Background: an optimization exercise with open tools, aiming at small area, a short achievable clock period and few clock cycles per item. Do not read the settings as production practice. Only simulation tests tie the RTL to the original design; equivalence was not proved.

==> flow/design.v (excerpt) <==
module nasccl_schedgen (
    input  wire         clk,
    input  wire         rst,
    input  wire         start,
    input  wire [13:0]  table_count,
    input  wire [10:0]  seed_len,
    output wire         idle,
    input  wire         seed_valid,
    input  wire [7:0]   seed_data,
    output wire         seed_ready,
    output reg          out_valid,
    output wire [255:0] out_data,
    input  wire         out_ready
);
export LEC_CHECK = 0
export ABC_AREA = 1
export CAP_MARGIN = 20
export CORE_MARGIN = 2
export CORE_UTILIZATION = 40
export CTS_CLUSTER_DIAMETER = 60
export CTS_CLUSTER_SIZE = 25
export SETUP_SLACK_MARGIN = 5
export SLEW_MARGIN = 20
create_clock -name core_clock -period 10.0 [get_ports {clk}]
standard.sh (not shown) runs the stock make flow with config.mk's settings and CLKGATE_MAP_FILE= SYNTH_SCRIPT=/design/flow/synth_recipe.tcl, a recipe that flattens the netlist after the stock synthesis.
==> flow/flow/run.sh <==
#!/bin/bash
set -euo pipefail
W=$(pwd)

# ORFS synth.tcl, with the ABC arguments pointing at our script
sed "s|^source \$::env(SCRIPTS_DIR)/synth_preamble.tcl\$|&\nset abc_args [list -script $W/flow/abc.script {*}\$lib_args {*}\$lib_dont_use_args -constr \$::env(OBJECTS_DIR)/abc.constr]|" \
    "$FLOW_HOME/scripts/synth.tcl" > "$W/flow_synth.tcl"
grep -q "flow/abc.script" "$W/flow_synth.tcl"

# The standard flow's synthesis wrapper, sourcing the script above
sed "s|source \$::env(SCRIPTS_DIR)/synth.tcl|source $W/flow_synth.tcl|" "$W/synth_recipe.tcl" > "$W/flow_synth_recipe.tcl"
grep -q "flow_synth.tcl" "$W/flow_synth_recipe.tcl"

# standard.sh, using that wrapper and the port buffer cell
sed -e "s|SYNTH_SCRIPT=$W/synth_recipe.tcl|SYNTH_SCRIPT=$W/flow_synth_recipe.tcl|" \
    -e "s| SETUP_SLACK_MARGIN=5 | SETUP_SLACK_MARGIN=5.3 |" \
    -e "s|\"\${@:-finish}\"|\"BUFFER_PORTS_ARGS=-buffer_cell sky130_fd_sc_hd__buf_1\" \"CTS_ARGS=-sink_clustering_enable -repair_clock_nets -sink_clustering_size 25 -sink_clustering_max_diameter 60 -dont_use_dummy_load\" &|" \
    "$W/standard.sh" > "$W/flow_standard.sh"
grep -q "flow_synth_recipe.tcl" "$W/flow_standard.sh"
grep -q "BUFFER_PORTS_ARGS" "$W/flow_standard.sh"
grep -q "dont_use_dummy_load" "$W/flow_standard.sh"
grep -q " SETUP_SLACK_MARGIN=5.3 " "$W/flow_standard.sh"

RV="$W/orfs/results/sky130hd/nasccl_schedgen/base/1_2_yosys.v"
bash "$W/flow_standard.sh" "$RV" > "$W/flow_synth.log" 2>&1
cp "$RV" "$RV.synth"
python3 "$W/flow/pushinv.py" "$RV.synth" "$RV" > "$W/flow_pushinv.log" 2>&1
touch -r "$RV.synth" "$RV"
bash "$W/flow_standard.sh" > "$W/flow_standard.log" 2>&1
test -f "$W/out/final.def"
Other scripts of this flow, unchanged in this note and not shown: flow/flow/abc.script, flow/flow/pushinv.py
Testbench counts at the start, summed over its fixed seeds: cycles 57,258, items 712.
Edit:
--- a/flow/flow/run.sh
+++ b/flow/flow/run.sh
@@ -16 +16 @@
-    -e "s| SETUP_SLACK_MARGIN=5 | SETUP_SLACK_MARGIN=5.3 |" \
+    -e "s| SETUP_SLACK_MARGIN=5 | SETUP_SLACK_MARGIN=5.15 |" \
@@ -22 +22 @@
-grep -q " SETUP_SLACK_MARGIN=5.3 " "$W/flow_standard.sh"
+grep -q " SETUP_SLACK_MARGIN=5.15 " "$W/flow_standard.sh"
PLACE_DENSITY = 0.75   (was default)
=> First-iteration DRC count grows by about a fifth; clock-buffer cell count is lower by 25; utilization shrinks by 1.6 points; synthesized cell count is unchanged; register-to-register slack degrades by 0.06 ns; routed wire length shrinks by roughly a tenth; via count falls slightly; cell count drops slightly.


Setup of job 2187:
nasccl_schedgen again, from the RTL that the note above started with.
clock: 10.0 ns
lec_check: 0
abc_area: 1
cap_margin: 20
core_margin: 2
core_utilization: 65
cts_cluster_diameter: 60
cts_cluster_size: 25
setup_slack_margin: 5
slew_margin: 20
run.sh (not shown) runs the stock make flow with config.mk's settings and CLKGATE_MAP_FILE= SYNTH_SCRIPT=/design/flow/synth_recipe.tcl, a recipe that flattens the netlist after the stock synthesis.
Stock flow here: none of the scripts above is used.
No stage failed in job 2187, and the final checks on the layout all came back clean.
Testbench counts of job 2187, summed over its fixed seeds: cycles 57,258, items 712.
Relative to job 2187, the following input files were edited for job 2898:
Settings: changing CORE_UTILIZATION from 65 to 40.
==> flow/flow/run.sh (new file) <==
#!/bin/bash
set -euo pipefail
W=$(pwd)

# ORFS synth.tcl, with the ABC arguments pointing at our script
sed "s|^source \$::env(SCRIPTS_DIR)/synth_preamble.tcl\$|&\nset abc_args [list -script $W/flow/abc.script {*}\$lib_args {*}\$lib_dont_use_args -constr \$::env(OBJECTS_DIR)/abc.constr]|" \
    "$FLOW_HOME/scripts/synth.tcl" > "$W/flow_synth.tcl"
grep -q "flow/abc.script" "$W/flow_synth.tcl"

# The standard flow's synthesis wrapper, sourcing the script above
sed "s|source \$::env(SCRIPTS_DIR)/synth.tcl|source $W/flow_synth.tcl|" "$W/synth_recipe.tcl" > "$W/flow_synth_recipe.tcl"
grep -q "flow_synth.tcl" "$W/flow_synth_recipe.tcl"

# standard.sh, using that wrapper and the port buffer cell
sed -e "s|SYNTH_SCRIPT=$W/synth_recipe.tcl|SYNTH_SCRIPT=$W/flow_synth_recipe.tcl|" \
    -e "s|\"\${@:-finish}\"|\"BUFFER_PORTS_ARGS=-buffer_cell sky130_fd_sc_hd__buf_1\" \"CTS_ARGS=-sink_clustering_enable -repair_clock_nets -sink_clustering_size 25 -sink_clustering_max_diameter 60 -dont_use_dummy_load\" &|" \
    "$W/standard.sh" > "$W/flow_standard.sh"
grep -q "flow_synth_recipe.tcl" "$W/flow_standard.sh"
grep -q "BUFFER_PORTS_ARGS" "$W/flow_standard.sh"
grep -q "dont_use_dummy_load" "$W/flow_standard.sh"

bash "$W/flow_standard.sh" > "$W/flow_standard.log" 2>&1
test -f "$W/out/final.def"
==> flow/flow/abc.script (new file) <==
strash
dch
map -D 3000 -B 0.9
topo
stime -c
buffer -c
upsize -c
dnsize -c
==> flow/standard.sh (new file) <==
#!/bin/bash
# synth_recipe.tcl (not shown) runs the flow's synth.tcl, then flattens the netlist and writes it again
# the make line also repeats each setting of config.mk as NAME=value (left out here)
make -C /OpenROAD-flow-scripts/flow DESIGN_CONFIG=/design/flow/config.mk WORK_HOME=/design/flow/orfs CLKGATE_MAP_FILE= SYNTH_SCRIPT=/design/flow/synth_recipe.tcl "${@:-finish}"
removed: flow/run.sh
Notes after the runs:
- Cell with the biggest individual delay on the critical path: sky130_fd_sc_hd__xor2_2 -> job 2187, sky130_fd_sc_hd__o21ai_0 -> job 2898
- As far as mux share of post-synthesis cell area is concerned, job 2898 and job 2187 perform about the same.
> inputs changed (job 2898 -> job 3144)
Settings: CORE_UTILIZATION: 40 -> 52.
==> flow/run.sh (new file) <==
#!/bin/bash
# synth_recipe.tcl (not shown) runs the flow's synth.tcl, then flattens the netlist and writes it again
# the make line also repeats each setting of config.mk as NAME=value (left out here)
make -C /OpenROAD-flow-scripts/flow DESIGN_CONFIG=/design/flow/config.mk WORK_HOME=/design/flow/orfs CLKGATE_MAP_FILE= SYNTH_SCRIPT=/design/flow/synth_recipe.tcl finish
removed: flow/flow/run.sh
removed: flow/flow/abc.script
removed: flow/standard.sh
Cmp job 3144 and job 2898 / via density per instance / higher: job 3144
Taking job 3144 as 1.0, job 2898 lands at 0.882 on first-iteration DRC count.
The met1 usage in global routing number comes out higher for job 3144 vs job 2898.
#### Input delta (job 9017 over job 3144)
Settings: CORE_UTILIZATION now 40, was 52.
==> flow/flow/run.sh (new file) <==
#!/bin/bash
# Layout flow: the standard flow (standard.sh) with one change in synthesis:
# the final ABC technology mapping uses flow/abc.script (the ORFS area script
# with a 3000 ps delay target for "map"). Registers, flattening and renaming
# are those of the standard synthesis; every later step is the standard one.
set -euo pipefail
W=$(pwd)

# ORFS synth.tcl, with the ABC arguments pointing at our script
sed "s|^source \$::env(SCRIPTS_DIR)/synth_preamble.tcl\$|&\nset abc_args [list -script $W/flow/abc.script {*}\$lib_args {*}\$lib_dont_use_args -constr \$::env(OBJECTS_DIR)/abc.constr]|" \
    "$FLOW_HOME/scripts/synth.tcl" > "$W/flow_synth.tcl"
grep -q "flow/abc.script" "$W/flow_synth.tcl"

# The standard flow's synthesis wrapper, sourcing the script above
sed "s|source \$::env(SCRIPTS_DIR)/synth.tcl|source $W/flow_synth.tcl|" "$W/synth_recipe.tcl" > "$W/flow_synth_recipe.tcl"
grep -q "flow_synth.tcl" "$W/flow_synth_recipe.tcl"

# standard.sh, using that wrapper
sed "s|SYNTH_SCRIPT=$W/synth_recipe.tcl|SYNTH_SCRIPT=$W/flow_synth_recipe.tcl|" "$W/standard.sh" > "$W/flow_standard.sh"
grep -q "flow_synth_recipe.tcl" "$W/flow_standard.sh"

bash "$W/flow_standard.sh" > "$W/flow_standard.log" 2>&1
test -f "$W/out/final.def"
==> flow/flow/abc.script (new file) <==
strash
dch
map -D 3000 -B 0.9
topo
stime -c
buffer -c
upsize -c
dnsize -c
==> flow/standard.sh (new file) <==
#!/bin/bash
# synth_recipe.tcl (not shown) runs the flow's synth.tcl, then flattens the netlist and writes it again
# the make line also repeats each setting of config.mk as NAME=value (left out here)
make -C /OpenROAD-flow-scripts/flow DESIGN_CONFIG=/design/flow/config.mk WORK_HOME=/design/flow/orfs CLKGATE_MAP_FILE= SYNTH_SCRIPT=/design/flow/synth_recipe.tcl "${@:-finish}"
removed: flow/run.sh
==> run notes <==
Job 3144 has completed all stages; timing, DRC and antenna checks passed. Job 9017 finished every stage and its layout cleared the timing, DRC and antenna checks. Launch point of the critical path: xs[1]$_SDFF_PP0_ -> job 3144, xs[0]$_DFF_P_ -> job 9017. Layout net count: lower on job 9017. Diff job 3144 -> job 9017 | multi-input combinational cell count | decrease of about 7%. Comparing clock-buffer cell count for job 3144 and job 9017, the smaller number came from job 3144. In the flow results for job 3144 and job 9017, the multi-input combinational area share is larger on job 3144. Job 3144 has a higher wire length than job 9017.
For job 2429, these inputs were changed with respect to job 9017:
==> flow/run.sh (new file) <==
#!/bin/bash
# synth_recipe.tcl (not shown) runs the flow's synth.tcl, then flattens the netlist and writes it again
# the make line also repeats each setting of config.mk as NAME=value (left out here)
make -C /OpenROAD-flow-scripts/flow DESIGN_CONFIG=/design/flow/config.mk WORK_HOME=/design/flow/orfs CLKGATE_MAP_FILE= SYNTH_SCRIPT=/design/flow/synth_recipe.tcl finish
removed: flow/flow/run.sh
removed: flow/flow/abc.script
removed: flow/standard.sh
Findings:
Comparing job 9017 and job 2429, filler cell count in the final layout is lower on job 9017. As of job 2429, average wire per standard cell had risen by a few percent compared to job 9017. met2 as the busiest layer in global routing was reported by job 9017, and met1 by job 2429. On wire length, the higher figure sits with job 2429, not job 9017. Compared with job 9017, the router placed more vias in job 2429.

static timing again, ports no longer ideal:
The flow's constraints put no driver on any port. The routed layouts listed below were extracted and timed again, unchanged, in two steps. Step 1: set_driving_cell puts a clkbuf_16 on clk and a buf_2 on each other input, an assumption about the parent block. Step 2 adds t to the input delays and takes it off the output delays; t is the mean of the earliest and latest rising clock arrival at the registers after step 1. Input paths then give back, and output paths get back, about the clock's delay inside the block. Three values: no drivers, after step 1, after step 2; two values: the first two.
| run | shift t [ns] | setup WS [ns] | worst hold slack (ns) |
|---|---|---|---|
| the first run of note 1 | 0.986 | 5.011 / 5.011 / 4.408 | 0.295 / 0.295 / 0.295 |
| the second run of note 1 | 0.955 | 4.946 / 4.946 / 4.433 | 0.274 / 0.274 / 0.274 |
| job 2187 | 0.982 | 4.545 / 4.545 / 4.031 | 0.313 / 0.313 / 0.313 |
| job 2898 | 0.953 | 4.876 / 4.876 / 4.173 | 0.276 / 0.276 / 0.276 |
| job 3144 | 0.958 | 4.873 / 4.873 / 4.096 | 0.327 / 0.327 / 0.327 |
| job 9017 | 1.000 | 4.851 / 4.851 / 4.195 | 0.292 / 0.292 / 0.292 |
| job 2429 | 0.999 | 4.924 / 4.924 / 4.450 | 0.293 / 0.293 / 0.293 |
After both steps every run listed still meets setup and hold. For job 3144, which loses most, drivers alone change the setup slack by 0.000 ns; drivers and shift together by -0.777 ns.
